Source: an optimization exercise on an open RTL-to-GDS flow (aim: small area, a short achievable clock period and few clock cycles per item). Production flows keep margins and buffers that such runs may drop.
Where RTL was checked, it was by simulation tests only, not by an equivalence proof against the original.
No functional check of the RTL was part of runs 1 and 3.
Power is estimated from default activity; no workload was simulated.

$ cat flow/run.sh
#!/bin/bash
# synth_recipe.tcl (not shown) runs the flow's synth.tcl, then flattens the netlist and writes it again
# the make line also repeats each setting of config.mk as NAME=value (left out here)
make -C /OpenROAD-flow-scripts/flow DESIGN_CONFIG=/design/flow/config.mk WORK_HOME=/design/flow/orfs CLKGATE_MAP_FILE= SYNTH_SCRIPT=/design/flow/synth_recipe.tcl finish
$ cat flow/config.mk
export PLATFORM = sky130hd
export DESIGN_NAME = muxcodec_quant
export DESIGN_NICKNAME = muxcodec_quant
export VERILOG_FILES = /design/flow/design.v
export SDC_FILE = /design/flow/constraint.sdc
export NUM_CORES = 4
export LEC_CHECK = 0
export CAP_MARGIN = 20
export CORE_MARGIN = 2
export CORE_UTILIZATION = 40
export SETUP_SLACK_MARGIN = 4.5
export SLEW_MARGIN = 20
$ cat flow/constraint.sdc
create_clock -name core_clock -period 9.0 [get_ports {clk}]
set_input_delay 1.8000 -clock core_clock [delete_from_list [all_inputs] [get_ports {clk}]]
set_output_delay 1.8000 -clock core_clock [all_outputs]
set_load 0.01 [all_outputs]
$ cat flow/design.v
module muxcodec_quant (
    input  wire        clk,
    input  wire        rst,         
    input  wire        in_valid,
    output wire        in_ready,
    input  wire        in_op,       
    input  wire [2:0]  in_res,      
    input  wire [2:0]  in_qty,      
    input  wire [63:0] in_din,
    output reg         out_valid,
    output reg  [63:0] out_dout,
    output reg  [2:0]  out_err      
);
    localparam [1:0] K_DIV = 2'd0;    
    localparam [1:0] K_MUL = 2'd1;    
    localparam [1:0] K_F2F = 2'd2;    
    localparam [1:0] K_F2D = 2'd3;    
    localparam [1:0] C_NONE = 2'd0;
    localparam [1:0] C_ZERO = 2'd1;   
    localparam [1:0] C_INF  = 2'd2;   
    localparam [1:0] C_NAN  = 2'd3;   
    reg         busy;       
    reg         fin;        
    reg         first;      
    reg         fr;         
    reg  [1:0]  kind;
    reg  [2:0]  err;        
    reg  [1:0]  cst;        
    reg  [1:0]  res;
    reg  [2:0]  qty;
    reg         neg;
    reg         seen;       
    reg         h1, h0;     
    reg         g1, g0;     
    reg         stk;        
    reg         up;         
    reg         sat;        
    reg  [54:0] A;          
    reg  [31:0] B;          
    reg  [10:0] X;          
    reg  [5:0]  T;          
    wire [53:0] inc_out;    
    assign in_ready = ~busy;
    wire accept = in_valid & ~busy;
    reg  [51:0] rom_m;
    reg  [54:0] rom_m3;
    reg  [10:0] rom_c1, rom_cs;
    always @(*) begin
        case ({qty, res})
            5'b000_00: begin rom_m = 52'h47AE147AE147B; rom_m3 = 55'h3D70A3D70A3D71; rom_c1 = 11'd1015; rom_cs = 11'd1024; end
            5'b000_01: begin rom_m = 52'hA36E2EB1C432D; rom_m3 = 55'h4EA4A8C154C987; rom_c1 = 11'd1008; rom_cs = 11'd1025; end
            5'b000_10: begin rom_m = 52'h4F8B588E368F1; rom_m3 = 55'h3EEA209AAA3AD3; rom_c1 = 11'd1005; rom_cs = 11'd1038; end
            5'b001_00: begin rom_m = 52'h999999999999A; rom_m3 = 55'h4CCCCCCCCCCCCE; rom_c1 = 11'd1018; rom_cs = 11'd1027; end
            5'b001_01: begin rom_m = 52'h0624DD2F1A9FC; rom_m3 = 55'h3126E978D4FDF4; rom_c1 = 11'd1010; rom_cs = 11'd1027; end
            5'b001_10: begin rom_m = 52'h4F8B588E368F1; rom_m3 = 55'h3EEA209AAA3AD3; rom_c1 = 11'd1005; rom_cs = 11'd1038; end
            5'b010_00: begin rom_m = 52'h0000000000000; rom_m3 = 55'h30000000000000; rom_c1 = 11'd1021; rom_cs = 11'd1030; end
            5'b010_01: begin rom_m = 52'h47AE147AE147B; rom_m3 = 55'h3D70A3D70A3D71; rom_c1 = 11'd1015; rom_cs = 11'd1032; end
            5'b010_10: begin rom_m = 52'h0624DD2F1A9FC; rom_m3 = 55'h3126E978D4FDF4; rom_c1 = 11'd1012; rom_cs = 11'd1045; end
            5'b011_00: begin rom_m = 52'h0204081020408; rom_m3 = 55'h3060C183060C18; rom_c1 = 11'd1015; rom_cs = 11'd1024; end
            5'b011_01: begin rom_m = 52'h0002000400080; rom_m3 = 55'h30006000C00180; rom_c1 = 11'd1007; rom_cs = 11'd1024; end
            5'b011_10: begin rom_m = 52'h0000000200000; rom_m3 = 55'h30000000600000; rom_c1 = 11'd991; rom_cs = 11'd1024; end
            5'b100_00: begin rom_m = 52'h0000000000000; rom_m3 = 55'h30000000000000; rom_c1 = 11'd1021; rom_cs = 11'd1030; end
            5'b100_01: begin rom_m = 52'h999999999999A; rom_m3 = 55'h4CCCCCCCCCCCCE; rom_c1 = 11'd1018; rom_cs = 11'd1035; end
            5'b100_10: begin rom_m = 52'h0624DD2F1A9FC; rom_m3 = 55'h3126E978D4FDF4; rom_c1 = 11'd1012; rom_cs = 11'd1045; end
            5'b101_00: begin rom_m = 52'h0000000000000; rom_m3 = 55'h30000000000000; rom_c1 = 11'd1022; rom_cs = 11'd1031; end
            5'b101_01: begin rom_m = 52'h999999999999A; rom_m3 = 55'h4CCCCCCCCCCCCE; rom_c1 = 11'd1018; rom_cs = 11'd1035; end
            5'b101_10: begin rom_m = 52'h0624DD2F1A9FC; rom_m3 = 55'h3126E978D4FDF4; rom_c1 = 11'd1012; rom_cs = 11'd1045; end
            5'b110_00: begin rom_m = 52'h47AE147AE147B; rom_m3 = 55'h3D70A3D70A3D71; rom_c1 = 11'd1015; rom_cs = 11'd1024; end
            5'b110_01: begin rom_m = 52'h0624DD2F1A9FC; rom_m3 = 55'h3126E978D4FDF4; rom_c1 = 11'd1012; rom_cs = 11'd1029; end
            5'b110_10: begin rom_m = 52'h0C6F7A0B5ED8D; rom_m3 = 55'h3254E6E221C8A7; rom_c1 = 11'd1002; rom_cs = 11'd1035; end
            5'b111_00: begin rom_m = 52'h0000000000000; rom_m3 = 55'h30000000000000; rom_c1 = 11'd1022; rom_cs = 11'd1031; end
            5'b111_01: begin rom_m = 52'h999999999999A; rom_m3 = 55'h4CCCCCCCCCCCCE; rom_c1 = 11'd1018; rom_cs = 11'd1035; end
            5'b111_10: begin rom_m = 52'h0624DD2F1A9FC; rom_m3 = 55'h3126E978D4FDF4; rom_c1 = 11'd1012; rom_cs = 11'd1045; end
            default:   begin rom_m = 52'd0; rom_m3 = 55'd0; rom_c1 = 11'd1022; rom_cs = 11'd1055; end
        endcase
    end
    reg  [10:0] i_c0;
    always @(*) begin
        case ({in_qty, in_res[1:0]})
            5'b000_00: i_c0 = 11'd1014;
            5'b000_01: i_c0 = 11'd1007;
            5'b000_10: i_c0 = 11'd1004;
            5'b001_00: i_c0 = 11'd1017;
            5'b001_01: i_c0 = 11'd1009;
            5'b001_10: i_c0 = 11'd1004;
            5'b010_00: i_c0 = 11'd1020;
            5'b010_01: i_c0 = 11'd1014;
            5'b010_10: i_c0 = 11'd1011;
            5'b011_00: i_c0 = 11'd1014;
            5'b011_01: i_c0 = 11'd1006;
            5'b011_10: i_c0 = 11'd990;
            5'b100_00: i_c0 = 11'd1020;
            5'b100_01: i_c0 = 11'd1017;
            5'b100_10: i_c0 = 11'd1011;
            5'b101_00: i_c0 = 11'd1021;
            5'b101_01: i_c0 = 11'd1017;
            5'b101_10: i_c0 = 11'd1011;
            5'b110_00: i_c0 = 11'd1014;
            5'b110_01: i_c0 = 11'd1011;
            5'b110_10: i_c0 = 11'd1001;
            5'b111_00: i_c0 = 11'd1021;
            5'b111_01: i_c0 = 11'd1017;
            5'b111_10: i_c0 = 11'd1011;
            default:   i_c0 = 11'd1021;
        endcase
    end
    function [55:0] add55;
        input [54:0] a, b;
        input        cin;
        reg   [55:0] g, p, pg;
        integer      l, k, j;
        begin
            g[0] = cin; p[0] = 1'b0;
            for (k = 1; k < 56; k = k + 1) begin
                g[k] = a[k-1] & b[k-1];
                p[k] = a[k-1] ^ b[k-1];
            end
            pg = p;
            for (l = 0; l < 6; l = l + 1)
                for (k = 0; k < 56; k = k + 1)
                    if (((k >> l) & 1) != 0) begin
                        j = ((k >> l) << l) - 1;
                        g[k]  = g[k] | (pg[k] & g[j]);
                        pg[k] = pg[k] & pg[j];
                    end
            add55 = {g[55], p[55:1] ^ g[54:0]};
        end
    endfunction
    function [53:0] inc54;
        input [53:0] a;
        input        cin;
        reg   [54:0] c;
        integer      l, k, j;
        begin
            c = {a, cin};
            for (l = 0; l < 6; l = l + 1)
                for (k = 0; k < 55; k = k + 1)
                    if (((k >> l) & 1) != 0) begin
                        j = ((k >> l) << l) - 1;
                        c[k] = c[k] & c[j];
                    end
            inc54 = a ^ c[53:0];
        end
    endfunction
    wire        i_int  = ~in_res[2] & ~(in_res[1] & in_res[0]);
    wire        i_flt  = (in_res == 3'd3);
    wire [10:0] i_e64  = in_din[62:52];
    wire [7:0]  i_e32  = in_din[30:23];
    wire        i_f2f_sub = (i_e64[10:5] == 6'b011011) | (i_e64 == 11'd896);
    wire        i_f2d_sub = (i_e32 == 8'd0);
    wire        i_iter = i_int | (i_flt & (in_op ? i_f2d_sub : i_f2f_sub));
    reg  [31:0] i_k;
    always @(*) begin
        case (in_res[1:0])
            2'd0:    i_k = {{24{in_din[7]}},  in_din[7:0]};
            2'd1:    i_k = {{16{in_din[15]}}, in_din[15:0]};
            default: i_k = in_din[31:0];
        endcase
    end
    reg  [31:0] i_krev;
    integer i;
    always @(*) begin
        for (i = 0; i < 32; i = i + 1)
            i_krev[31 - i] = i_k[i];
    end
    wire        i_e32ff = (i_e32 == 8'hFF);
    wire [22:0] i_m32   = {in_din[22] | (i_e32ff & (|in_din[21:0])), in_din[21:0]};
    wire [10:0] i_x32   = i_e32ff ? 11'h7FF :
                          (i_e32 == 8'd0) ? 11'd897 :
                          {i_e32[7], ~i_e32[7], ~i_e32[7], ~i_e32[7], i_e32[6:0]};
    wire [52:0] d  = {1'b1, rom_m};
    wire [55:0] S1 = add55(A, ~{2'b00, d},      1'b1);    
    wire [55:0] S2 = add55(A, ~{1'b0, d, 1'b0}, 1'b1);    
    wire [55:0] S3 = add55(A, ~rom_m3,          1'b1);    
    wire        ge1 = S1[55], ge2 = S2[55], ge3 = S3[55];
    wire        qb0 = ge2;                    
    wire        qb1 = ge3 | (ge1 & ~ge2);     
    wire        kr0    = B[31], kr1 = B[30];
    wire        km0    = (neg & seen) ? ~kr0 : kr0;
    wire        seen0  = seen | kr0;
    wire        km1    = (neg & seen0) ? ~kr1 : kr1;
    wire        seen1  = seen0 | kr1;
    reg  [1:0]  sel;
    always @(*) begin
        case (kind)
            K_DIV:   sel = {qb0, qb1};
            K_MUL:   sel = {km1, km0};
            default: sel = 2'd0;
        endcase
    end
    reg  [54:0] Ss;
    always @(*) begin
        case (sel)
            2'd0:    Ss = A;
            2'd1:    Ss = S1[54:0];
            2'd2:    Ss = S2[54:0];
            default: Ss = S3[54:0];
        endcase
    end
    wire        x_c1   = (X == rom_c1);
    wire        x_c1p  = (X == rom_c1 + 11'd1);
    wire        f0     = fr | x_c1;               
    wire        f1     = fr | x_c1 | x_c1p;       
    wire        in1    = (T != 6'd1);             
    wire        q_hit0 = (f0 & ~qb0) | (f1 & in1 & ~qb1);
    wire        q_nan  = (X == 11'h7FF);
    wire        q_zero = (X < rom_c1);
    wire        q_sat  = (X >= rom_cs);
    wire        q_spec = first & (q_nan | q_zero | q_sat);
    wire        k_rest = neg ? (&B[29:0]) : ~(|B[29:0]);
    wire        k_done = k_rest & (~neg | seen1);
    reg  [31:0] k_min_rev;
    always @(*) begin
        case (res)
            2'd0:    k_min_rev = 32'h01FFFFFF;
            2'd1:    k_min_rev = 32'h0001FFFF;
            default: k_min_rev = 32'h00000001;
        endcase
    end
    wire        k_zero = (B == 32'd0);
    wire        k_min  = (B == k_min_rev);
    reg  [30:0] q_max;
    reg         q_top, q_ones;
    always @(*) begin
        case (res)
            2'd0:    begin q_max = 31'h7F;       q_top = B[7];  q_ones = &B[6:0];  end
            2'd1:    begin q_max = 31'h7FFF;     q_top = B[15]; q_ones = &B[14:0]; end
            default: begin q_max = 31'h7FFFFFFF; q_top = B[31]; q_ones = &B[30:0]; end
        endcase
    end
    wire        q_satf = sat | q_top | (up & q_ones);
    wire [31:0] q_base = q_satf ? {1'b0, q_max} : B;
    wire        q_u    = ~q_satf & up;
    wire [31:0] q_val  = inc_out[31:0];
    reg  [63:0] q_dout;
    always @(*) begin
        case (res)
            2'd0:    q_dout = {56'd0, q_val[7:0]};
            2'd1:    q_dout = {48'd0, q_val[15:0]};
            default: q_dout = {32'd0, q_val};
        endcase
    end
    reg  [63:0] q_sent;
    always @(*) begin
        case (res)
            2'd0:    q_sent = 64'h80;
            2'd1:    q_sent = 64'h8000;
            default: q_sent = 64'h80000000;
        endcase
    end
    wire [52:0] acc    = ~A[52:0];
    reg  [52:0] m_man;
    reg         m_rb, m_sb;
    reg  [1:0]  m_adj;
    always @(*) begin
        if (acc[52]) begin
            m_man = acc;                  m_rb = h1; m_sb = h0 | g1 | g0 | stk; m_adj = 2'd2;
        end else if (acc[51]) begin
            m_man = {acc[51:0], h1};      m_rb = h0; m_sb = g1 | g0 | stk;      m_adj = 2'd1;
        end else begin
            m_man = {acc[50:0], h1, h0};  m_rb = g1; m_sb = g0 | stk;           m_adj = 2'd0;
        end
    end
    wire        m_up   = m_rb & (m_sb | m_man[0]);
    wire [53:0] m_rnd  = inc_out;
    wire [10:0] m_exp  = X + {9'd0, m_adj} + {10'd0, m_rnd[53]};
    wire [63:0] m_dout = {neg, m_exp, m_rnd[51:0]};
    wire [52:0] fm     = ~A[52:0];
    wire        f_rb   = fm[28];
    wire        f_sb   = (|fm[27:0]) | h1 | h0 | g1 | g0 | stk;
    wire        f_up   = f_rb & (f_sb | fm[29]);
    wire [7:0]  f_e8   = {~X[7], X[6:0]} & {8{fm[52]}};
    wire [30:0] f_body = inc_out[30:0];
    wire        f_nan  = |fm[51:0];
    reg  [31:0] f_out;
    always @(*) begin
        case (cst)
            C_ZERO:  f_out = {neg, 31'd0};
            C_INF:   f_out = {neg, 8'hFF, 23'd0};
            C_NAN:   f_out = f_nan ? {neg, 8'hFF, 1'b1, fm[50:29]} : {neg, 8'hFF, 23'd0};
            default: f_out = {neg, f_body};
        endcase
    end
    wire [63:0] d_dout = (cst == C_ZERO) ? {neg, 63'd0} : {neg, X, B[22:0], 29'd0};
    reg  [53:0] inc_in;
    reg         inc_c;
    always @(*) begin
        case (kind)
            K_DIV:   begin inc_in = {22'd0, neg ? ~q_base : q_base}; inc_c = neg ^ q_u; end
            K_MUL:   begin inc_in = {1'b0, m_man};                   inc_c = m_up;      end
            default: begin inc_in = {23'd0, f_e8, fm[51:29]};       inc_c = f_up;      end
        endcase
    end
    assign inc_out = inc54(inc_in, inc_c);
    reg  [63:0] r_dout;
    always @(*) begin
        if (err != 3'd0)
            r_dout = 64'd0;
        else begin
            case (kind)
                K_DIV:   r_dout = (cst == C_INF) ? q_sent : q_dout;
                K_MUL:   r_dout = (cst == C_ZERO) ? 64'd0 :
                                  (cst == C_NAN)  ? 64'h7FF8000000000000 : m_dout;
                K_F2F:   r_dout = {32'd0, f_out};
                default: r_dout = d_dout;
            endcase
        end
    end
    reg done;    
    always @(*) begin
        case (kind)
            K_DIV:   done = q_spec | q_hit0 | (T == 6'd2) | (T == 6'd1);
            K_MUL:   done = (first & k_min) | k_done;
            K_F2F:   done = (X == 11'd896);
            default: done = B[22] | (first & (B[22:0] == 23'd0));
        endcase
    end
    reg  [10:0] x_step;
    always @(*) begin
        case (kind)
            K_DIV:   x_step = 11'h7FE;    
            K_MUL:   x_step = 11'h002;    
            K_F2F:   x_step = 11'h001;    
            default: x_step = 11'h7FF;    
        endcase
    end
    always @(posedge clk) begin
        out_dout <= r_dout;
        out_err  <= err;
        if (accept) begin
            res   <= in_res[1:0];
            qty   <= in_qty;
            first <= 1'b1;
            fr    <= 1'b0;
            err   <= (in_res == 3'd4) ? 3'd3 : in_res[2] ? 3'd5 : 3'd0;
            h1    <= 1'b0;
            h0    <= 1'b0;
            g1    <= 1'b0;
            g0    <= 1'b0;
            stk   <= 1'b0;
            up    <= 1'b0;
            sat   <= 1'b0;
            seen  <= 1'b0;
            T     <= 6'd54;
            cst   <= C_NONE;
            if (in_op) begin
                if (i_flt) begin
                    kind <= K_F2D;
                    neg  <= in_din[31];
                    X    <= i_x32;
                    B    <= {9'd0, i_m32};
                end else begin
                    kind <= K_MUL;
                    neg  <= i_k[31];
                    X    <= i_c0;
                    B    <= i_krev;
                end
                A <= {55{1'b1}};
            end else begin
                kind <= i_flt ? K_F2F : K_DIV;
                neg  <= in_din[63];
                X    <= i_e64;
                A    <= i_flt ? ~{2'b00, 1'b1, in_din[51:0]} : {1'b0, 1'b1, in_din[51:0], 1'b0};
                B    <= 32'd0;
                if (i_flt) begin
                    if (i_e64 == 11'h7FF)
                        cst <= C_NAN;
                    else if (i_e64 >= 11'd1151)
                        cst <= C_INF;
                    else if (i_e64 <= 11'd872)
                        cst <= C_ZERO;
                end
            end
        end else begin
            first <= 1'b0;
            X     <= X + x_step;
            T     <= first ? (qb0 ? 6'd52 : 6'd53) : T - 6'd2;
            seen  <= seen1;
            g1    <= h1;
            g0    <= h0;
            stk   <= stk | g1 | g0;
            case (kind)
                K_DIV:   A <= {Ss[52:0], 2'b00};
                K_F2F:   A <= {1'b1, A[54:1]};
                default: A <= {2'b11, Ss[54:2]};
            endcase
            if (kind == K_F2F) begin
                h1 <= ~A[0];
                h0 <= 1'b0;
            end else begin
                h1 <= ~Ss[1];
                h0 <= ~Ss[0];
            end
            case (kind)
                K_DIV: begin
                    if (q_spec) begin
                        cst <= q_nan ? C_INF : C_NONE;
                        sat <= q_sat & ~q_nan;
                    end else begin
                        if (~f1)
                            B <= {B[29:0], qb0, qb1};
                        else if (~f0)
                            B <= {B[30:0], qb0};
                        if (f1) fr <= 1'b1;
                        up <= ~q_hit0;
                    end
                end
                K_MUL: begin
                    B <= {B[29:0], neg, neg};
                    if (first & k_zero) cst <= C_ZERO;
                    if (first & k_min)  cst <= C_NAN;
                end
                K_F2F: ;
                default: begin
                    B <= {B[30:0], 1'b0};
                    if (first & (B[22:0] == 23'd0)) cst <= C_ZERO;
                end
            endcase
        end
        if (rst) begin
            busy      <= 1'b0;
            fin       <= 1'b0;
            out_valid <= 1'b0;
        end else begin
            out_valid <= fin;
            if (accept) begin
                busy <= i_iter;
                fin  <= ~i_iter;
            end else if (busy) begin
                busy <= ~done;
                fin  <= done;
            end else begin
                fin  <= 1'b0;
            end
        end
    end
endmodule
==> results of run 1 <==
-- routing by layer --
layer / wire (um) / vias to the layer above / global-route usage (%) / share of wire (%)
li1: - / 13500 / - / -
met2: 51300 / 1864 / 49.9 / 42
met5: 7 / - / 0 / 0.0058
met4: 7530 / 2 / 16.1 / 6.2
met3: 13200 / 390 / 7.02 / 11
met1: 49600 / 14100 / 44.6 / 41
-- synth_stat cells (all sizes together), types with 25 or more instances --
cell / count / area [um^2]
o22ai: 35 / 219
nor2: 321 / 1200
nand2: 351 / 1320
o21ai: 218 / 1090
a22o: 27 / 236
mux2i: 123 / 1230
nand2b: 41 / 257
nand3: 93 / 470
and3: 27 / 169
o211ai: 70 / 539
a31oi: 44 / 275
dfxtp: 235 / 4700
xnor2: 99 / 867
nor4: 30 / 209
a21oi: 333 / 1670
buf: 59 / 273
edfxtp: 45 / 1350
a22oi: 25 / 188
ha: 206 / 2580
nor2b: 25 / 156
o21a: 37 / 278
a221oi: 56 / 490
a211oi: 75 / 581
nand4: 50 / 313
a21o: 50 / 375
inv: 170 / 638
nor3: 83 / 420
clkbuf: 191 / 724
xor2: 69 / 604
mux2: 32 / 360
-- critical path: stages (launching register included) --
cell      delay [ps]
edfxtp_1         400
nand4_1          130
or4_4            570
buf_4            170
or3_1            390
o31ai_4          360
buf_4            230
a22oi_1          120
xnor2_1          190
a221oi_1         730
nor4b_4          120
and2b_2          270
nand4_1          120
nor2_2            50
nand3_2           80
fa_2             200
inv_2             50
fa_2             380
buf_4            150
buf_6            110
nor2_1            90
nor2_1            50
o221a_2          260
-- cell families (layout without fill, tap and decap cells) --
group / count (synthesis) / count (layout) / share of synthesized area (%)
adder cells (fa/ha/maj): 224 / 224 / 10.9
other: 0 / 2 / 0
flip-flops: 280 / 280 / 22.5
AO/OA/AOI/OAI: 1178 / 1180 / 28.9
buffers and inverters: 425 / 583 / 6.14
XOR/XNOR: 168 / 168 / 5.46
AND/OR/NAND/NOR: 1131 / 1132 / 19.8
multiplexers: 160 / 160 / 6.33
-- state kept, by name, summed over array words and instances (netlist names), 5 cells and up --
name and flops:
B 32, rom_m3 45, A 55, T 6, d 27, rom_c1 6
X 11, rom_cs 5, out_dout 64
-- stage by stage --
step                hold WS (ps)  instances
floorplan                    339       3566
global placement             349       4393
detailed placement           351       4393
CTS                          358       4561
global route                 372       4600
finish                       360       4602
-- layout make-up --
| class | count | area (um^2) | area share, % |
|---|---|---|---|
| Antenna cell | 2 | 5.00 | 0.0153 |
| Clock buffer | 57 | 1080 | 3.31 |
| Clock inverter | 9 | 114 | 0.349 |
| Inverter | 175 | 706 | 2.16 |
| Multi-Input combinational cell | 2864 | 20300 | 62.1 |
| Sequential cell | 280 | 6110 | 18.7 |
| Tap cell | 873 | 1090 | 3.35 |
| Timing Repair Buffer | 342 | 3270 | 10.0 |
-- final timing paths --
check | endpoint | slack, ps | cells past startpoint
hold / removal | out_err[1] | 360 | 0
setup / recovery | out_dout[54] | 3650 | 22
hold reg to reg | out_err[1] | 360 | 0
setup reg to reg | out_dout[54] | 3650 | 22
-- timing repair --
action / in CTS / in global routing
setup buffers: 95 / 37
pin swaps: 38 / 61
resized for setup: 112 / 163
setup endpoints to repair: 204 / 149
cloned: 7 / 2
hold buffers: 0 / 0
-- power by group through the flow --
stage	clock network, mW	registers (mW)	logic, mW
4_1_cts	1.52	2.09	6.29
6_report	1.51	2.13	6.80
5_1_grt	1.57	2.14	7.30
2_1_floorplan	0	1.80	4.46
3_5_place_dp	0	2.16	5.88
3_3_place_gp	0	2.16	5.87
==> results.tsv, run 1 <==
stage	metric	value	unit
clock_network	CTS tree	done	
sta	count of final max-slew check failures	0	
pwr	combinational share of power	65.1	%
setup_path	CP max FO	5	
pwr	power per standard cell area	320	nW/um^2
setup_path	crit path launch type	flip-flop	
routing	via density per instance	6.47	
setup_path	startpoint of the worst setup timing path	B[9]	
sta	number of endpoints with negative hold slack in the final report	0	
clock_network	clk sink count	280	
placed_design	routability-driven placement congestion ratio	0.998	
setup_path	required time reported for the critical path endpoint	9460	ps
sta	actual transition at the worst max-transition pin	1020	ps
floorplanning	Die X	263	um
cells_and_area	share of final-layout standard cells stronger than drive strength 1	13.8	%
worst_hold_path	type of the worst min-delay path	reg -> reg	
logic_synthesis	number of synthesized flops with an enable pin	45	
placed_design	detailed-placement wirelength estimate	87.8	mm
pwr	clock power share	14.4	%
floorplanning	top-level I/O count	143	
clock_network	insertion delay to the later sink of the worst-skew pair	590	ps
routing	WL final	122	mm
global_routing	number of global-route vias before repair	26800	
logic_synthesis	combined area of all synthesized cells	26900	um^2
clock_network	post-CTS clock slew at the launch and capture registers of the worst setup and hold paths	80	ps
job	number of violations of the max-capacitance limit	0	
logic_synthesis	flip-flop and latch count after synthesis	280	
sta	Final Cycle Share	59.4	%
cells_and_area	nets@finish	3996	
pwr	overall power consumption	10.4	mW
pwr	largest voltage drop on the vdd net	0.151	mV
logic_synthesis	Yosys warnings	1	
sta	Period minus WS final	5350	ps
sta	total of endpoints with negative setup slack in the final report	0	
sta	post-layout worst setup margin	3650	ps
global_routing	total global routing track utilization	33.0	%
logic_synthesis	post-synthesis async set-or-reset flop share	0	%
routing	routed length per placed instance	26.4	um
logic_synthesis	number of instances in the synthesized netlist	3566	
setup_path	Data arrival, critical path	5810	ps
placed_design	cell area after placement	29100	um^2
logic_synthesis	synthesized net count	3863	
routing	number of vias after detailed routing	29800	
sta	relative slew slack	31.9	%
global_routing	global-route wire length before repair	175	mm
floorplanning	core area	66900	um^2
routing	DR iter-0 viols	4108	
floorplanning	initial core utilization	40.2	%
routing	remaining antenna violation count after routing	0	
logic_synthesis	most common flop cell mapped by yosys	dfxtp_1	
cells_and_area	leading cell type in the layout, fill and taps excluded	nand2_1	
logic_synthesis	distinct cell type count after synthesis	99	
sta	Setup TNS Final	0	ps
floorplanning	die area	69400	um^2
clock_network	Num CTS Buffers	36	
setup_path	Crit Path Class	reg -> reg	
global_routing	remaining global-route overflow	0	
pwr	Sequential Power Share	20.4	%
global_routing	maximum number of pins on one net before global-route repair	85	
cells_and_area	highest-count cells in the layout ignoring fill and taps	nand2_1 (348), a21oi_1 (320), nor2_1 (311)	
routing	number of detailed-routing iterations run before antenna repair	6	
global_routing	initial antenna violation count	1	
setup_path	category of the worst setup path capture point	flip-flop	
clock_network	CTS H-tree depth	2	
cells_and_area	number of fillers in the final layout	6595	
pwr	internal power of the cells	5.18	mW
setup_path	reg-to-reg critical path startpoint	B[9]	
clock_network	Root Buffer Master	clkbuf_16	
cells_and_area	growth of design area from synthesis to finish	21.2	%
clock_network	Bufs on Longest Clock Path	3	
pwr	net load switching power	5.26	mW
status	outcome	no timing/DRC/antenna violations	
floorplanning	FP Rows	95	
logic_synthesis	synthesized area per cell	7.55	um^2
logic_synthesis	register area share after synthesis	22.5	%
placed_design	DP Worst Slack	2940	ps
cells_and_area	final design instance area without fill	32600	um^2
pwr	Switching Fraction	50.4	%
pwr	static leakage power	13.0	nW
placed_design	input/output buffers	142	
cells_and_area	Final Util	48.8	%
sta	RSZ-0062 raised after global routing	true	
routing	DR DRC count	0	
sta	maximum achievable frequency	187	MHz
worst_hold_path	Hold Crit Start	err[1]	
sta	Layout Skew	40.1	ps
floorplanning	die boundary height	263	um
==> run 2: changes to the inputs <==
--- a/flow/design.v
+++ b/flow/design.v
@@ -39,7 +39,6 @@
     reg  [31:0] B;          
     reg  [10:0] X;          
     reg  [5:0]  T;          
-    wire [53:0] inc_out;    
     assign in_ready = ~busy;
     wire accept = in_valid & ~busy;
     reg  [51:0] rom_m;
@@ -104,44 +103,6 @@
             default:   i_c0 = 11'd1021;
         endcase
     end
-    function [55:0] add55;
-        input [54:0] a, b;
-        input        cin;
-        reg   [55:0] g, p, pg;
-        integer      l, k, j;
-        begin
-            g[0] = cin; p[0] = 1'b0;
-            for (k = 1; k < 56; k = k + 1) begin
-                g[k] = a[k-1] & b[k-1];
-                p[k] = a[k-1] ^ b[k-1];
-            end
-            pg = p;
-            for (l = 0; l < 6; l = l + 1)
-                for (k = 0; k < 56; k = k + 1)
-                    if (((k >> l) & 1) != 0) begin
-                        j = ((k >> l) << l) - 1;
-                        g[k]  = g[k] | (pg[k] & g[j]);
-                        pg[k] = pg[k] & pg[j];
-                    end
-            add55 = {g[55], p[55:1] ^ g[54:0]};
-        end
-    endfunction
-    function [53:0] inc54;
-        input [53:0] a;
-        input        cin;
-        reg   [54:0] c;
-        integer      l, k, j;
-        begin
-            c = {a, cin};
-            for (l = 0; l < 6; l = l + 1)
-                for (k = 0; k < 55; k = k + 1)
-                    if (((k >> l) & 1) != 0) begin
-                        j = ((k >> l) << l) - 1;
-                        c[k] = c[k] & c[j];
-                    end
-            inc54 = a ^ c[53:0];
-        end
-    endfunction
     wire        i_int  = ~in_res[2] & ~(in_res[1] & in_res[0]);
     wire        i_flt  = (in_res == 3'd3);
     wire [10:0] i_e64  = in_din[62:52];
@@ -169,9 +130,9 @@
                           (i_e32 == 8'd0) ? 11'd897 :
                           {i_e32[7], ~i_e32[7], ~i_e32[7], ~i_e32[7], i_e32[6:0]};
     wire [52:0] d  = {1'b1, rom_m};
-    wire [55:0] S1 = add55(A, ~{2'b00, d},      1'b1);    
-    wire [55:0] S2 = add55(A, ~{1'b0, d, 1'b0}, 1'b1);    
-    wire [55:0] S3 = add55(A, ~rom_m3,          1'b1);    
+    wire [55:0] S1 = {1'b0, A} + {1'b0, ~{2'b00, d}}       + 56'd1;    
+    wire [55:0] S2 = {1'b0, A} + {1'b0, ~{1'b0, d, 1'b0}}  + 56'd1;    
+    wire [55:0] S3 = {1'b0, A} + {1'b0, ~rom_m3}           + 56'd1;    
     wire        ge1 = S1[55], ge2 = S2[55], ge3 = S3[55];
     wire        qb0 = ge2;                    
     wire        qb1 = ge3 | (ge1 & ~ge2);     
@@ -231,7 +192,7 @@
     wire        q_satf = sat | q_top | (up & q_ones);
     wire [31:0] q_base = q_satf ? {1'b0, q_max} : B;
     wire        q_u    = ~q_satf & up;
-    wire [31:0] q_val  = inc_out[31:0];
+    wire [31:0] q_val  = (neg ? ~q_base : q_base) + {31'd0, neg ^ q_u};
     reg  [63:0] q_dout;
     always @(*) begin
         case (res)
@@ -262,7 +223,7 @@
         end
     end
     wire        m_up   = m_rb & (m_sb | m_man[0]);
-    wire [53:0] m_rnd  = inc_out;
+    wire [53:0] m_rnd  = {1'b0, m_man} + {53'd0, m_up};
     wire [10:0] m_exp  = X + {9'd0, m_adj} + {10'd0, m_rnd[53]};
     wire [63:0] m_dout = {neg, m_exp, m_rnd[51:0]};
     wire [52:0] fm     = ~A[52:0];
@@ -270,7 +231,7 @@
     wire        f_sb   = (|fm[27:0]) | h1 | h0 | g1 | g0 | stk;
     wire        f_up   = f_rb & (f_sb | fm[29]);
     wire [7:0]  f_e8   = {~X[7], X[6:0]} & {8{fm[52]}};
-    wire [30:0] f_body = inc_out[30:0];
+    wire [30:0] f_body = {f_e8, fm[51:29]} + {30'd0, f_up};
     wire        f_nan  = |fm[51:0];
     reg  [31:0] f_out;
     always @(*) begin
@@ -282,16 +243,6 @@
         endcase
     end
     wire [63:0] d_dout = (cst == C_ZERO) ? {neg, 63'd0} : {neg, X, B[22:0], 29'd0};
-    reg  [53:0] inc_in;
-    reg         inc_c;
-    always @(*) begin
-        case (kind)
-            K_DIV:   begin inc_in = {22'd0, neg ? ~q_base : q_base}; inc_c = neg ^ q_u; end
-            K_MUL:   begin inc_in = {1'b0, m_man};                   inc_c = m_up;      end
-            default: begin inc_in = {23'd0, f_e8, fm[51:29]};       inc_c = f_up;      end
-        endcase
-    end
-    assign inc_out = inc54(inc_in, inc_c);
     reg  [63:0] r_dout;
     always @(*) begin
         if (err != 3'd0)
==> results.tsv, run 2 <==
stage	metric	value	unit	change
sta	Layout Skew	28.3	ps	was 40.1 ps
pwr	net load switching power	6.47	mW	was 5.26 mW
global_routing	global-route wire length before repair	209	mm	was 175 mm
floorplanning	top-level I/O count	143		unchanged
floorplanning	die area	78800	um^2	was 69400 um^2
cells_and_area	nets@finish	4572		was 3996
logic_synthesis	Post-Synth Adder-Cell Area	8.72	%	was 10.9%
sta	maximum achievable frequency	225	MHz	was 187 MHz
setup_path	required time reported for the critical path endpoint	9430	ps	was 9460 ps
cells_and_area	growth of design area from synthesis to finish	14.7	%	was 21.2%
cells_and_area	share of final-layout standard cells stronger than drive strength 1	9.20	%	was 13.8%
logic_synthesis	register area share after synthesis	19.8	%	was 22.5%
worst_hold_path	type of the worst min-delay path	reg -> reg		unchanged
routing	number of detailed-routing iterations run before antenna repair	8		was 6
cells_and_area	footprint of the flip-flops and latches	6090	um^2	was 6110 um^2
cells_and_area	leading cell type in the layout, fill and taps excluded	nand2_1		unchanged
cells_and_area	Final Util	46.3	%	was 48.8%
global_routing	number of global-route vias before repair	31600		was 26800
sta	total of endpoints with negative setup slack in the final report	0		unchanged
logic_synthesis	largest family of logic cells by synthesized area	compound AO/OA/AOI/OAI gates		unchanged
setup_path	crit path launch type	flip-flop		unchanged
floorplanning	die boundary height	281	um	was 263 um
global_routing	total global routing track utilization	35.2	%	was 33.0%
routing	number of vias after detailed routing	35000		was 29800
logic_synthesis	simple-gate share of the synthesized area	23.2	%	was 19.8%
cells_and_area	highest-count cells in the layout ignoring fill and taps	nand2_1 (469), a21oi_1 (409), nor2_1 (355)		was nand2_1 (348), a21oi_1 (320), nor2_1 (311)
routing	DR iter-0 viols	4773		was 4108
setup_path	cell-by-cell listing of the critical path	clkinvlp_4, ha_4, nand4_1, or4b_1, a31oi_2, o41ai_4, o31ai_4, a31o_4, a21oi_4, nor2_4, buf_12, mux2_2, a221oi_1, a21oi_1		was nand4_1, or4_4, buf_4, or3_1, o31ai_4, buf_4, a22oi_1, xnor2_1, a221oi_1, nor4b_4, and2b_2, nand4_1, nor2_2, nand3_2, fa_2, inv_2, fa_2, buf_4, buf_6, nor2_1, nor2_1, o221a_2
clock_network	CTS tree	done		unchanged
pwr	clock power share	12.6	%	was 14.4%
pwr	Switching Fraction	54.1	%	was 50.4%
logic_synthesis	Yosys warnings	1		unchanged
routing	routed length per placed instance	27.3	um	was 26.4 um
global_routing	initial antenna violation count	10		was 1
logic_synthesis	Synth area leaders	dfxtp_1 (15%), ha_1 (8.3%), a21oi_1 (6.8%), nand2_1 (5.8%), o21ai_0 (4.6%)		was dfxtp_1 (17%), ha_1 (9.6%), a21oi_1 (6.2%), edfxtp_1 (5.0%), nand2_1 (4.9%)
status	outcome	no timing/DRC/antenna violations		unchanged
logic_synthesis	most used standard cells in the synthesized netlist	nand2_1 (470), a21oi_1 (416), nor2_1 (365)		was nand2_1 (351), a21oi_1 (333), nor2_1 (321)
job	number of violations of the max-capacitance limit	0		unchanged
clock_network	Root Buffer Master	clkbuf_16		unchanged
logic_synthesis	number of synthesized flops with an enable pin	45		unchanged
setup_path	CP max FO	38		was 5
logic_synthesis	number of instances in the synthesized netlist	4269		was 3566
logic_synthesis	synthesized net count	4553		was 3863
logic_synthesis	share of synthesized area spent on multiplexers	4.02	%	was 6.33%
sta	actual transition at the worst max-transition pin	1090	ps	was 1020 ps
logic_synthesis	synthesized area per cell	7.18	um^2	was 7.55 um^2
logic_synthesis	Synth Area in Compound Gates	31.2	%	was 28.9%
logic_synthesis	area share of the leading cell type in the synthesized netlist	15.4	%	was 17.5%
logic_synthesis	synthesized-area fraction occupied by xor and xnor cells	6.78	%	was 5.46%
pwr	largest voltage drop on the vdd net	0.144	mV	was 0.151 mV
routing	WL final	145	mm	was 122 mm
clock_network	post-CTS clock slew at the launch and capture registers of the worst setup and hold paths	70	ps	was 80 ps
logic_synthesis	distinct cell type count after synthesis	115		was 99
clock_network	clk sink count	280		unchanged
floorplanning	FP Rows	101		was 95
sta	Period minus WS final	4440	ps	was 5350 ps
pwr	internal power of the cells	5.50	mW	was 5.18 mW
sta	count of final max-slew check failures	0		unchanged
sta	number of endpoints with negative hold slack in the final report	0		unchanged
sta	RSZ-0062 raised after global routing	true		unchanged
logic_synthesis	post-synthesis async set-or-reset flop share	0	%	unchanged
logic_synthesis	combined area of all synthesized cells	30600	um^2	was 26900 um^2
floorplanning	Die X	281	um	was 263 um
routing	via density per instance	6.61		was 6.47
logic_synthesis	flip-flop and latch count after synthesis	280		unchanged
sta	Setup TNS Final	0	ps	unchanged
pwr	static leakage power	13.5	nW	was 13.0 nW
placed_design	detailed-placement wirelength estimate	109	mm	was 87.8 mm
logic_synthesis	most common flop cell mapped by yosys	dfxtp_1		unchanged
setup_path	slowest stage delay, CP	620	ps	was 730 ps
pwr	Sequential Power Share	18.2	%	was 20.4%
cells_and_area	top register by number of flip-flops	out_dout		unchanged
clock_network	CTS H-tree depth	2		unchanged
placed_design	routability-driven placement congestion ratio	1.02		was 0.998
cells_and_area	number of fillers in the final layout	7740		was 6595
global_routing	remaining global-route overflow	0		unchanged
floorplanning	initial core utilization	40.4	%	was 40.2%
cells_and_area	max reg flops	64		unchanged
clock_network	insertion delay to the later sink of the worst-skew pair	570	ps	was 590 ps
setup_path	standard cell with the maximum stage delay on the critical path	or4b_1		was a221oi_1
setup_path	Crit Path Class	reg -> reg		unchanged
cells_and_area	multi-input logic area	23200	um^2	was 20300 um^2
setup_path	Data arrival, critical path	4860	ps	was 5810 ps
setup_path	category of the worst setup path capture point	flip-flop		unchanged
routing	DR DRC count	0		unchanged
pwr	combinational share of power	69.2	%	was 65.1%
routing	remaining antenna violation count after routing	0		unchanged
logic_synthesis	cell taking the most area after synthesis	dfxtp_1		unchanged
setup_path	CP top delay family	compound AO/OA/AOI/OAI gates		was simple AND/OR/NAND/NOR gates
placed_design	input/output buffers	142		unchanged
sta	Final Cycle Share	49.3	%	was 59.4%
sta	relative slew slack	26.4	%	was 31.9%
clock_network	Bufs on Longest Clock Path	3		unchanged
logic_synthesis	most numerous cell in the Yosys netlist	nand2_1		unchanged
clock_network	Num CTS Buffers	35		was 36
pwr	power per standard cell area	341	nW/um^2	was 320 nW/um^2
floorplanning	core area	75800	um^2	was 66900 um^2
setup_path	buffers plus inverters on the worst setup path	2		was 5
global_routing	maximum number of pins on one net before global-route repair	76		was 85
clock_network	total of hold buffers inserted after clock tree synthesis	0		unchanged
[run 2: worst paths after layout]
kind / cells past startpoint / end / slack, ps / from
hold reg to reg: 0 / out_err[0] / 360 / err[0]
hold / removal: 0 / out_err[0] / 360 / err[0]
setup reg to reg: 14 / A[18] / 4560 / rom_m3[26]
setup / recovery: 14 / A[18] / 4560 / rom_m3[26]
[run 2: power by group through the flow]
stage / Sequential (mW) / Clock [mW] / Combinational [mW]
after floorplan: 1.78 / 0 / 5.55
after global placement: 2.24 / 0 / 7.47
after detailed placement: 2.23 / 0 / 7.45
after CTS: 2.13 / 1.53 / 7.83
after global routing: 2.18 / 1.57 / 8.83
final: 2.18 / 1.51 / 8.28
[run 2: layout make-up]
class	instances	area share [%]
Antenna cell	2	0.0142
Clock buffer	45	2.78
Timing Repair inverter	1	0.0214
Inverter	186	2.06
Sequential cell	280	17.3
Multi-Input combinational cell	3508	66.1
Timing Repair Buffer	276	7.53
Clock inverter	17	0.652
Tap cell	978	3.48
[run 2: stage by stage]
step	hold slack (ps)	setup slack [ps]	std cells	power [mW]	instance area, um^2
after floorplan	339	4530	4269	7.33	30600
after global placement	351	3290	5148	9.71	32600
after detailed placement	351	3190	5148	9.69	32600
after CTS	365	4460	5272	11.5	34600
after global routing	368	4430	5291	12.6	35100
final	362	4560	5293	12.0	35100
[run 2: cells by family after synthesis]
| family | Yosys count |
|---|---|
| AO/OA/AOI/OAI | 1453 |
| XOR/XNOR | 237 |
| adder cells (fa/ha/maj) | 210 |
| buffers and inverters | 484 |
| flip-flops | 280 |
| multiplexers | 116 |
| AND/OR/NAND/NOR | 1489 |
[run 2: routing by layer]
metal  routed length (um)  vias to the layer above  track usage [%]
met5                   54                        -                0
met1                59500                    16500             48.2
met4                 6740                        8             14.6
li1                     -                    15800                -
met2                60000                     2264             51.7
met3                18400                      387             9.70
[run 2: timing repair]
| item | in CTS | in global routing |
|---|---|---|
| endpoints found under the hold margin | 0 | 0 |
| pin swaps | 9 | 16 |
| endpoints found under the setup margin | 147 | 110 |
| resized for setup | 64 | 90 |
| gates cloned | 7 | 0 |
| buffers inserted | 55 | 19 |
Testbench counts of run 2, summed over its fixed seeds: cycles 71,988, items 12,000.
==> run 3: changes to the inputs <==
--- a/flow/design.v
+++ b/flow/design.v
@@ -33,12 +33,14 @@
     reg         h1, h0;     
     reg         g1, g0;     
     reg         stk;        
+    reg         fst;        
     reg         up;         
     reg         sat;        
     reg  [54:0] A;          
     reg  [31:0] B;          
     reg  [10:0] X;          
     reg  [5:0]  T;          
+    wire [53:0] inc_out;    
     assign in_ready = ~busy;
     wire accept = in_valid & ~busy;
     reg  [51:0] rom_m;
@@ -76,33 +78,71 @@
     reg  [10:0] i_c0;
     always @(*) begin
         case ({in_qty, in_res[1:0]})
-            5'b000_00: i_c0 = 11'd1014;
-            5'b000_01: i_c0 = 11'd1007;
-            5'b000_10: i_c0 = 11'd1004;
-            5'b001_00: i_c0 = 11'd1017;
-            5'b001_01: i_c0 = 11'd1009;
-            5'b001_10: i_c0 = 11'd1004;
-            5'b010_00: i_c0 = 11'd1020;
-            5'b010_01: i_c0 = 11'd1014;
-            5'b010_10: i_c0 = 11'd1011;
-            5'b011_00: i_c0 = 11'd1014;
-            5'b011_01: i_c0 = 11'd1006;
-            5'b011_10: i_c0 = 11'd990;
-            5'b100_00: i_c0 = 11'd1020;
-            5'b100_01: i_c0 = 11'd1017;
-            5'b100_10: i_c0 = 11'd1011;
-            5'b101_00: i_c0 = 11'd1021;
-            5'b101_01: i_c0 = 11'd1017;
-            5'b101_10: i_c0 = 11'd1011;
-            5'b110_00: i_c0 = 11'd1014;
-            5'b110_01: i_c0 = 11'd1011;
-            5'b110_10: i_c0 = 11'd1001;
-            5'b111_00: i_c0 = 11'd1021;
-            5'b111_01: i_c0 = 11'd1017;
-            5'b111_10: i_c0 = 11'd1011;
-            default:   i_c0 = 11'd1021;
-        endcase
-    end
+            5'b000_00: i_c0 = 11'd1015;
+            5'b000_01: i_c0 = 11'd1008;
+            5'b000_10: i_c0 = 11'd1005;
+            5'b001_00: i_c0 = 11'd1018;
+            5'b001_01: i_c0 = 11'd1010;
+            5'b001_10: i_c0 = 11'd1005;
+            5'b010_00: i_c0 = 11'd1021;
+            5'b010_01: i_c0 = 11'd1015;
+            5'b010_10: i_c0 = 11'd1012;
+            5'b011_00: i_c0 = 11'd1015;
+            5'b011_01: i_c0 = 11'd1007;
+            5'b011_10: i_c0 = 11'd991;
+            5'b100_00: i_c0 = 11'd1021;
+            5'b100_01: i_c0 = 11'd1018;
+            5'b100_10: i_c0 = 11'd1012;
+            5'b101_00: i_c0 = 11'd1022;
+            5'b101_01: i_c0 = 11'd1018;
+            5'b101_10: i_c0 = 11'd1012;
+            5'b110_00: i_c0 = 11'd1015;
+            5'b110_01: i_c0 = 11'd1012;
+            5'b110_10: i_c0 = 11'd1002;
+            5'b111_00: i_c0 = 11'd1022;
+            5'b111_01: i_c0 = 11'd1018;
+            5'b111_10: i_c0 = 11'd1012;
+            default:   i_c0 = 11'd1022;
+        endcase
+    end
+    function [55:0] add55;
+        input [54:0] a, b;
+        input        cin;
+        reg   [55:0] g, p, pg;
+        integer      l, k, j;
+        begin
+            g[0] = cin; p[0] = 1'b0;
+            for (k = 1; k < 56; k = k + 1) begin
+                g[k] = a[k-1] & b[k-1];
+                p[k] = a[k-1] ^ b[k-1];
+            end
+            pg = p;
+            for (l = 0; l < 6; l = l + 1)
+                for (k = 0; k < 56; k = k + 1)
+                    if (((k >> l) & 1) != 0) begin
+                        j = ((k >> l) << l) - 1;
+                        g[k]  = g[k] | (pg[k] & g[j]);
+                        pg[k] = pg[k] & pg[j];
+                    end
+            add55 = {g[55], p[55:1] ^ g[54:0]};
+        end
+    endfunction
+    function [53:0] inc54;
+        input [53:0] a;
+        input        cin;
+        reg   [54:0] c;
+        integer      l, k, j;
+        begin
+            c = {a, cin};
+            for (l = 0; l < 6; l = l + 1)
+                for (k = 0; k < 55; k = k + 1)
+                    if (((k >> l) & 1) != 0) begin
+                        j = ((k >> l) << l) - 1;
+                        c[k] = c[k] & c[j];
+                    end
+            inc54 = a ^ c[53:0];
+        end
+    endfunction
     wire        i_int  = ~in_res[2] & ~(in_res[1] & in_res[0]);
     wire        i_flt  = (in_res == 3'd3);
     wire [10:0] i_e64  = in_din[62:52];
@@ -130,9 +170,9 @@
                           (i_e32 == 8'd0) ? 11'd897 :
                           {i_e32[7], ~i_e32[7], ~i_e32[7], ~i_e32[7], i_e32[6:0]};
     wire [52:0] d  = {1'b1, rom_m};
-    wire [55:0] S1 = {1'b0, A} + {1'b0, ~{2'b00, d}}       + 56'd1;    
-    wire [55:0] S2 = {1'b0, A} + {1'b0, ~{1'b0, d, 1'b0}}  + 56'd1;    
-    wire [55:0] S3 = {1'b0, A} + {1'b0, ~rom_m3}           + 56'd1;    
+    wire [55:0] S1 = add55(A, ~{2'b00, d},      1'b1);    
+    wire [55:0] S2 = add55(A, ~{1'b0, d, 1'b0}, 1'b1);    
+    wire [55:0] S3 = add55(A, ~rom_m3,          1'b1);    
     wire        ge1 = S1[55], ge2 = S2[55], ge3 = S3[55];
     wire        qb0 = ge2;                    
     wire        qb1 = ge3 | (ge1 & ~ge2);     
@@ -141,11 +181,12 @@
     wire        seen0  = seen | kr0;
     wire        km1    = (neg & seen0) ? ~kr1 : kr1;
     wire        seen1  = seen0 | kr1;
+    wire        k_one  = (neg ? (&B[30:0]) : ~(|B[30:0])) & (~neg | seen0);
     reg  [1:0]  sel;
     always @(*) begin
         case (kind)
             K_DIV:   sel = {qb0, qb1};
-            K_MUL:   sel = {km1, km0};
+            K_MUL:   sel = {km1 & ~k_one, km0};
             default: sel = 2'd0;
         endcase
     end
@@ -190,9 +231,8 @@
         endcase
     end
     wire        q_satf = sat | q_top | (up & q_ones);
-    wire [31:0] q_base = q_satf ? {1'b0, q_max} : B;
-    wire        q_u    = ~q_satf & up;
-    wire [31:0] q_val  = (neg ? ~q_base : q_base) + {31'd0, neg ^ q_u};
+    wire [31:0] q_satv = neg ? (~{1'b0, q_max} + 32'd1) : {1'b0, q_max};
+    wire [31:0] q_val  = q_satf ? q_satv : inc_out[31:0];
     reg  [63:0] q_dout;
     always @(*) begin
         case (res)
@@ -210,28 +250,21 @@
         endcase
     end
     wire [52:0] acc    = ~A[52:0];
-    reg  [52:0] m_man;
-    reg         m_rb, m_sb;
-    reg  [1:0]  m_adj;
-    always @(*) begin
-        if (acc[52]) begin
-            m_man = acc;                  m_rb = h1; m_sb = h0 | g1 | g0 | stk; m_adj = 2'd2;
-        end else if (acc[51]) begin
-            m_man = {acc[51:0], h1};      m_rb = h0; m_sb = g1 | g0 | stk;      m_adj = 2'd1;
-        end else begin
-            m_man = {acc[50:0], h1, h0};  m_rb = g1; m_sb = g0 | stk;           m_adj = 2'd0;
-        end
-    end
+    wire        m_top  = acc[52];
+    wire [52:0] m_man  = m_top ? acc : {acc[51:0], h1};
+    wire        m_rb   = m_top ? h1 : h0;
+    wire        m_sb   = m_top ? (h0 | g1 | g0 | stk) : (g1 | g0 | stk);
     wire        m_up   = m_rb & (m_sb | m_man[0]);
-    wire [53:0] m_rnd  = {1'b0, m_man} + {53'd0, m_up};
-    wire [10:0] m_exp  = X + {9'd0, m_adj} + {10'd0, m_rnd[53]};
+    wire [53:0] m_rnd  = inc_out;
+    wire [10:0] m_exp0 = X + {10'd0, m_top};
+    wire [10:0] m_exp1 = X + {9'd0, m_top, ~m_top};
+    wire [10:0] m_exp  = m_rnd[53] ? m_exp1 : m_exp0;
     wire [63:0] m_dout = {neg, m_exp, m_rnd[51:0]};
     wire [52:0] fm     = ~A[52:0];
     wire        f_rb   = fm[28];
-    wire        f_sb   = (|fm[27:0]) | h1 | h0 | g1 | g0 | stk;
-    wire        f_up   = f_rb & (f_sb | fm[29]);
+    wire        f_up   = f_rb & (fst | fm[29]);
     wire [7:0]  f_e8   = {~X[7], X[6:0]} & {8{fm[52]}};
-    wire [30:0] f_body = {f_e8, fm[51:29]} + {30'd0, f_up};
+    wire [30:0] f_body = inc_out[30:0];
     wire        f_nan  = |fm[51:0];
     reg  [31:0] f_out;
     always @(*) begin
@@ -243,6 +276,16 @@
         endcase
     end
     wire [63:0] d_dout = (cst == C_ZERO) ? {neg, 63'd0} : {neg, X, B[22:0], 29'd0};
+    reg  [53:0] inc_in;
+    reg         inc_c;
+    always @(*) begin
+        case (kind)
+            K_DIV:   begin inc_in = {22'd0, neg ? ~B : B};           inc_c = neg ^ up;  end
+            K_MUL:   begin inc_in = {1'b0, m_man};                   inc_c = m_up;      end
+            default: begin inc_in = {23'd0, f_e8, fm[51:29]};       inc_c = f_up;      end
+        endcase
+    end
+    assign inc_out = inc54(inc_in, inc_c);
     reg  [63:0] r_dout;
     always @(*) begin
         if (err != 3'd0)
@@ -261,7 +304,7 @@
     always @(*) begin
         case (kind)
             K_DIV:   done = q_spec | q_hit0 | (T == 6'd2) | (T == 6'd1);
-            K_MUL:   done = (first & k_min) | k_done;
+            K_MUL:   done = (first & k_min) | k_one | k_done;
             K_F2F:   done = (X == 11'd896);
             default: done = B[22] | (first & (B[22:0] == 23'd0));
         endcase
@@ -270,11 +313,12 @@
     always @(*) begin
         case (kind)
             K_DIV:   x_step = 11'h7FE;    
-            K_MUL:   x_step = 11'h002;    
+            K_MUL:   x_step = k_one ? 11'h001 : 11'h002;    
             K_F2F:   x_step = 11'h001;    
             default: x_step = 11'h7FF;    
         endcase
     end
+    wire r1 = (kind == K_F2F) | k_one;
     always @(posedge clk) begin
         out_dout <= r_dout;
         out_err  <= err;
@@ -289,6 +333,7 @@
             g1    <= 1'b0;
             g0    <= 1'b0;
             stk   <= 1'b0;
+            fst   <= |in_din[27:0];
             up    <= 1'b0;
             sat   <= 1'b0;
             seen  <= 1'b0;
@@ -327,20 +372,24 @@
             X     <= X + x_step;
             T     <= first ? (qb0 ? 6'd52 : 6'd53) : T - 6'd2;
             seen  <= seen1;
-            g1    <= h1;
-            g0    <= h0;
             stk   <= stk | g1 | g0;
-            case (kind)
-                K_DIV:   A <= {Ss[52:0], 2'b00};
-                K_F2F:   A <= {1'b1, A[54:1]};
-                default: A <= {2'b11, Ss[54:2]};
-            endcase
-            if (kind == K_F2F) begin
-                h1 <= ~A[0];
-                h0 <= 1'b0;
+            fst   <= fst | ~A[28];
+            if (kind == K_DIV)
+                A <= {Ss[52:0], 2'b00};
+            else if (r1)
+                A <= {1'b1, Ss[54:1]};
+            else
+                A <= {2'b11, Ss[54:2]};
+            if (r1) begin
+                h1 <= ~Ss[0];
+                h0 <= h1;
+                g1 <= h0;
+                g0 <= 1'b0;
             end else begin
                 h1 <= ~Ss[1];
                 h0 <= ~Ss[0];
+                g1 <= h1;
+                g0 <= h0;
             end
             case (kind)
                 K_DIV: begin
==> results.tsv, run 3 <==
stage	metric	value	unit	change
status	outcome	no timing/DRC/antenna violations		unchanged
sta	actual transition at the worst max-transition pin	959	ps	was 1090 ps
logic_synthesis	synthesized net count	3844		was 4553
logic_synthesis	most numerous cell in the Yosys netlist	nor2_1		was nand2_1
sta	count of final max-slew check failures	0		unchanged
pwr	static leakage power	12.7	nW	was 13.5 nW
clock_network	CTS H-tree depth	2		unchanged
pwr	combinational share of power	64.2	%	was 69.2%
pwr	clock power share	14.2	%	was 12.6%
setup_path	number of cells traversed by the worst register-to-register path	24		was 14
global_routing	remaining global-route overflow	0		unchanged
cells_and_area	top register by number of flip-flops	out_dout		unchanged
worst_hold_path	type of the worst min-delay path	reg -> reg		unchanged
logic_synthesis	distinct cell type count after synthesis	108		was 115
setup_path	reg-to-reg critical path startpoint	kind[0]		was rom_m3[26]
sta	Setup TNS Final	0	ps	unchanged
routing	WL final	116	mm	was 145 mm
clock_network	Bufs on Longest Clock Path	3		unchanged
logic_synthesis	synthesized area per cell	7.56	um^2	was 7.18 um^2
clock_network	post-CTS clock slew at the launch and capture registers of the worst setup and hold paths	60	ps	was 70 ps
sta	Layout Skew	26.6	ps	was 28.3 ps
routing	DR DRC count	0		unchanged
clock_network	total of hold buffers inserted after clock tree synthesis	0		unchanged
cells_and_area	growth of design area from synthesis to finish	16.9	%	was 14.7%
routing	number of detailed-routing iterations run before antenna repair	9		was 8
pwr	largest voltage drop on the vdd net	0.146	mV	was 0.144 mV
logic_synthesis	area share of the leading cell type in the synthesized netlist	17.6	%	was 15.4%
pwr	Sequential Power Share	21.6	%	was 18.2%
placed_design	DP Worst Slack	2890	ps	was 3190 ps
worst_hold_path	Hold Crit Start	err[1]		was err[0]
cells_and_area	nets@finish	3930		was 4572
logic_synthesis	register area share after synthesis	22.7	%	was 19.8%
sta	Period minus WS final	4680	ps	was 4440 ps
pwr	net load switching power	5.45	mW	was 6.47 mW
cells_and_area	final design instance area without fill	31300	um^2	was 35100 um^2
clock_network	CTS tree	done		unchanged
clock_network	insertion delay to the later sink of the worst-skew pair	580	ps	was 570 ps
cells_and_area	leading cell type in the layout, fill and taps excluded	nor2_1		was nand2_1
placed_design	routability-driven placement congestion ratio	1.04		was 1.02
sta	worst hold slack after final layout	429	ps	was 362 ps
global_routing	number of global-route vias before repair	26400		was 31600
logic_synthesis	most common flop cell mapped by yosys	dfxtp_1		unchanged
pwr	power per standard cell area	338	nW/um^2	was 341 nW/um^2
routing	routed length per placed instance	25.7	um	was 27.3 um
cells_and_area	highest-count cells in the layout ignoring fill and taps	nor2_1 (362), nand2_1 (350), a21oi_1 (255)		was nand2_1 (469), a21oi_1 (409), nor2_1 (355)
floorplanning	FP Rows	94		was 101
global_routing	initial antenna violation count	4		was 10
routing	remaining antenna violation count after routing	0		unchanged
clock_network	Root Buffer Master	clkbuf_16		unchanged
logic_synthesis	most used standard cells in the synthesized netlist	nor2_1 (371), nand2_1 (356), o21ai_0 (260)		was nand2_1 (470), a21oi_1 (416), nor2_1 (365)
job	number of violations of the max-capacitance limit	0		unchanged
setup_path	CP max FO	7		was 38
global_routing	global-route wire length before repair	171	mm	was 209 mm
floorplanning	top-level I/O count	143		unchanged
sta	Final Cycle Share	52.0	%	was 49.3%
routing	DR iter-0 viols	4240		was 4773
floorplanning	core area	66100	um^2	was 75800 um^2
global_routing	total global routing track utilization	32.1	%	was 35.2%
sta	post-layout worst setup margin	4320	ps	was 4560 ps
setup_path	Data arrival, critical path	5180	ps	was 4860 ps
logic_synthesis	number of synthesized flops with an enable pin	45		unchanged
logic_synthesis	combined area of all synthesized cells	26800	um^2	was 30600 um^2
floorplanning	die area	69100	um^2	was 78800 um^2
pwr	overall power consumption	10.6	mW	was 12.0 mW
floorplanning	die boundary height	263	um	was 281 um
sta	total of endpoints with negative setup slack in the final report	0		unchanged
setup_path	reg2reg end	out_dout[56]		was A[18]
global_routing	maximum number of pins on one net before global-route repair	107		was 76
placed_design	cell area after placement	28800	um^2	was 32600 um^2
sta	number of endpoints with negative hold slack in the final report	0		unchanged
floorplanning	initial core utilization	40.5	%	was 40.4%
setup_path	required time reported for the critical path endpoint	9500	ps	was 9430 ps
logic_synthesis	Synth area leaders	dfxtp_1 (18%), ha_1 (9.7%), nor2_1 (5.2%), edfxtp_1 (5.0%), nand2_1 (5.0%)		was dfxtp_1 (15%), ha_1 (8.3%), a21oi_1 (6.8%), nand2_1 (5.8%), o21ai_0 (4.6%)
routing	number of vias after detailed routing	29200		was 35000
cells_and_area	share of final-layout standard cells stronger than drive strength 1	10.1	%	was 9.20%
setup_path	minimum setup slack among reg-to-reg paths	4320	ps	was 4560 ps
floorplanning	Die X	263	um	was 281 um
cells_and_area	count of inserted antenna diode cells	0		was 2
worst_hold_path	destination of the worst hold path	out_err[1]		was out_err[0]
setup_path	crit path launch type	flip-flop		unchanged
logic_synthesis	flip-flop and latch count after synthesis	281		was 280
cells_and_area	number of fillers in the final layout	6539		was 7740
cells_and_area	max reg flops	64		unchanged
placed_design	input/output buffers	142		unchanged
setup_path	category of the worst setup path capture point	flip-flop		unchanged
sta	RSZ-0062 raised after global routing	true		unchanged
worst_hold_path	number of cells on the worst hold path	0		unchanged
pwr	internal power of the cells	5.15	mW	was 5.50 mW
cells_and_area	footprint of the flip-flops and latches	6100	um^2	was 6090 um^2
placed_design	detailed-placement wirelength estimate	87.0	mm	was 109 mm
logic_synthesis	number of instances in the synthesized netlist	3546		was 4269
logic_synthesis	Yosys warnings	1		unchanged
clock_network	Num CTS Buffers	35		unchanged
logic_synthesis	post-synthesis async set-or-reset flop share	0	%	unchanged
cells_and_area	multi-input logic area	19600	um^2	was 23200 um^2
setup_path	Crit Path Class	reg -> reg		unchanged
sta	relative slew slack	35.8	%	was 26.4%
sta	maximum achievable frequency	214	MHz	was 225 MHz
logic_synthesis	cell taking the most area after synthesis	dfxtp_1		unchanged
routing	via density per instance	6.46		was 6.61
clock_network	clk sink count	281		was 280
pwr	Switching Fraction	51.4	%	was 54.1%
run 3: changes by cell type after synthesis, sizes merged, moves of 45 or more:
cell and delta:
nand3 -78, a21oi -160, clkbuf -53, xnor2 -45
nand2 -117
run 3: worst max path at each step:
stage | from | cells after the start | slack [ps] | endpoint
finish | kind[0] | 24 | 4320 | out_dout[56]
global route | kind[0] | 24 | 4140 | out_dout[56]
CTS | kind[0] | 25 | 4320 | out_dout[60]
detailed placement | in_valid | 10 | 2890 | d[24]
global placement | in_valid | 10 | 3070 | d[24]
floorplan | kind[0] | 26 | 4140 | out_dout[60]
run 3: layer usage:
metal	global-route usage [%]	share of wire, %	vias up
met1	43.8	40	13600
met3	8.81	13	352
li1	-	-	13300
met5	0	0.023	-
met4	13.9	4.9	4
met2	47.2	41	2010
run 3: cells by family (layout without fill, tap and decap cells):
kind of cell	count (synthesis)	in the layout	synth area share, %
xor gates and xnor gates	179	179	5.85
adders and majority gates	224	224	10.9
AOI/OAI and AO/OA	1168	1168	29.1
buffers and inverters	402	512	6.07
DFF	281	281	22.7
muxes	132	132	5.11
and+or+nand+nor	1160	1162	20.3
run 3: power groups by stage:
stage                     sequential, mW  combinational, mW  clock (mW)
after floorplan                     1.83               4.75           0
after global placement              2.29               6.20           0
after detailed placement            2.28               6.23           0
after CTS                           2.24               6.42        1.51
after global routing                2.28               7.34        1.56
final                               2.29               6.80        1.51
run 3: cell type report:
cell class | count | share of cell area (%)
clock inverters | 16 | 0.507
flip-flops and latches | 281 | 19.5
well taps | 864 | 3.45
clock buffers | 47 | 3.31
multi-input cells | 2865 | 62.5
repair buffers | 275 | 8.61
inverters | 174 | 2.16
run 3: what timing repair did:
action | CTS | global route
pin swaps | 24 | 27
cloned | 5 | 0
gates resized for setup | 66 | 62
setup endpoints to repair | 184 | 110
buffers inserted | 42 | 43
run 3: metrics by stage:
stage,util [%],cells
after global placement,43.6,4369
final,47.4,4522
after CTS,46.5,4479
after floorplan,-,3546
after detailed placement,43.6,4369
after global routing,47.4,4522
run 3: worst max-delay path, cell delays in order (launching register included):
cell       delay, ps
edfxtp_1         420
buf_6            150
ha_4             210
buf_4            150
buf_4            130
or2_4            290
o2bb2ai_2        150
a21oi_1           80
a211o_1          260
nor4_4           260
or4b_4           520
nand3b_4         190
nor3_4           170
nand2_1           90
nor3_2           120
ha_1             150
ha_2             180
inv_2             40
fa_2             440
buf_6            150
nor2_2            90
nor2_1            40
nor2_1           130
o22ai_1           90
nor2_1           120

-- re-timing with driven ports --
In the flow no input, the clock included, has a driving cell. The finished layouts below were timed again as built, in two steps. Step 1 assumes that a clkbuf_16 drives the clock port and a buf_2 every other input. Step 2 times the ports against the registers' clock, not the clock port: input delays grow and output delays shrink by t, the midpoint of the rising clock arrivals with the driver on. Slacks: ideal / step 1 / step 2; pairs: ideal / step 1.
| run | t (ns) | setup slack, ns | worst slew at a driven data input, ns | pins driven straight from the clock port |
|---|---|---|---|---|
| run 1 | 0.641 | 3.651 / 3.651 / 3.651 | 0.05 | 1 |
| run 2 | 0.625 | 4.564 / 4.564 / 3.997 | 0.06 | 1 |
| run 3 | 0.630 | 4.323 / 4.323 / 4.068 | 0.05 | 1 |
After both steps every run listed still meets setup and hold. The setup slack of run 2, which loses most, moves by 0.000 ns with the drivers and by -0.567 ns with both steps.
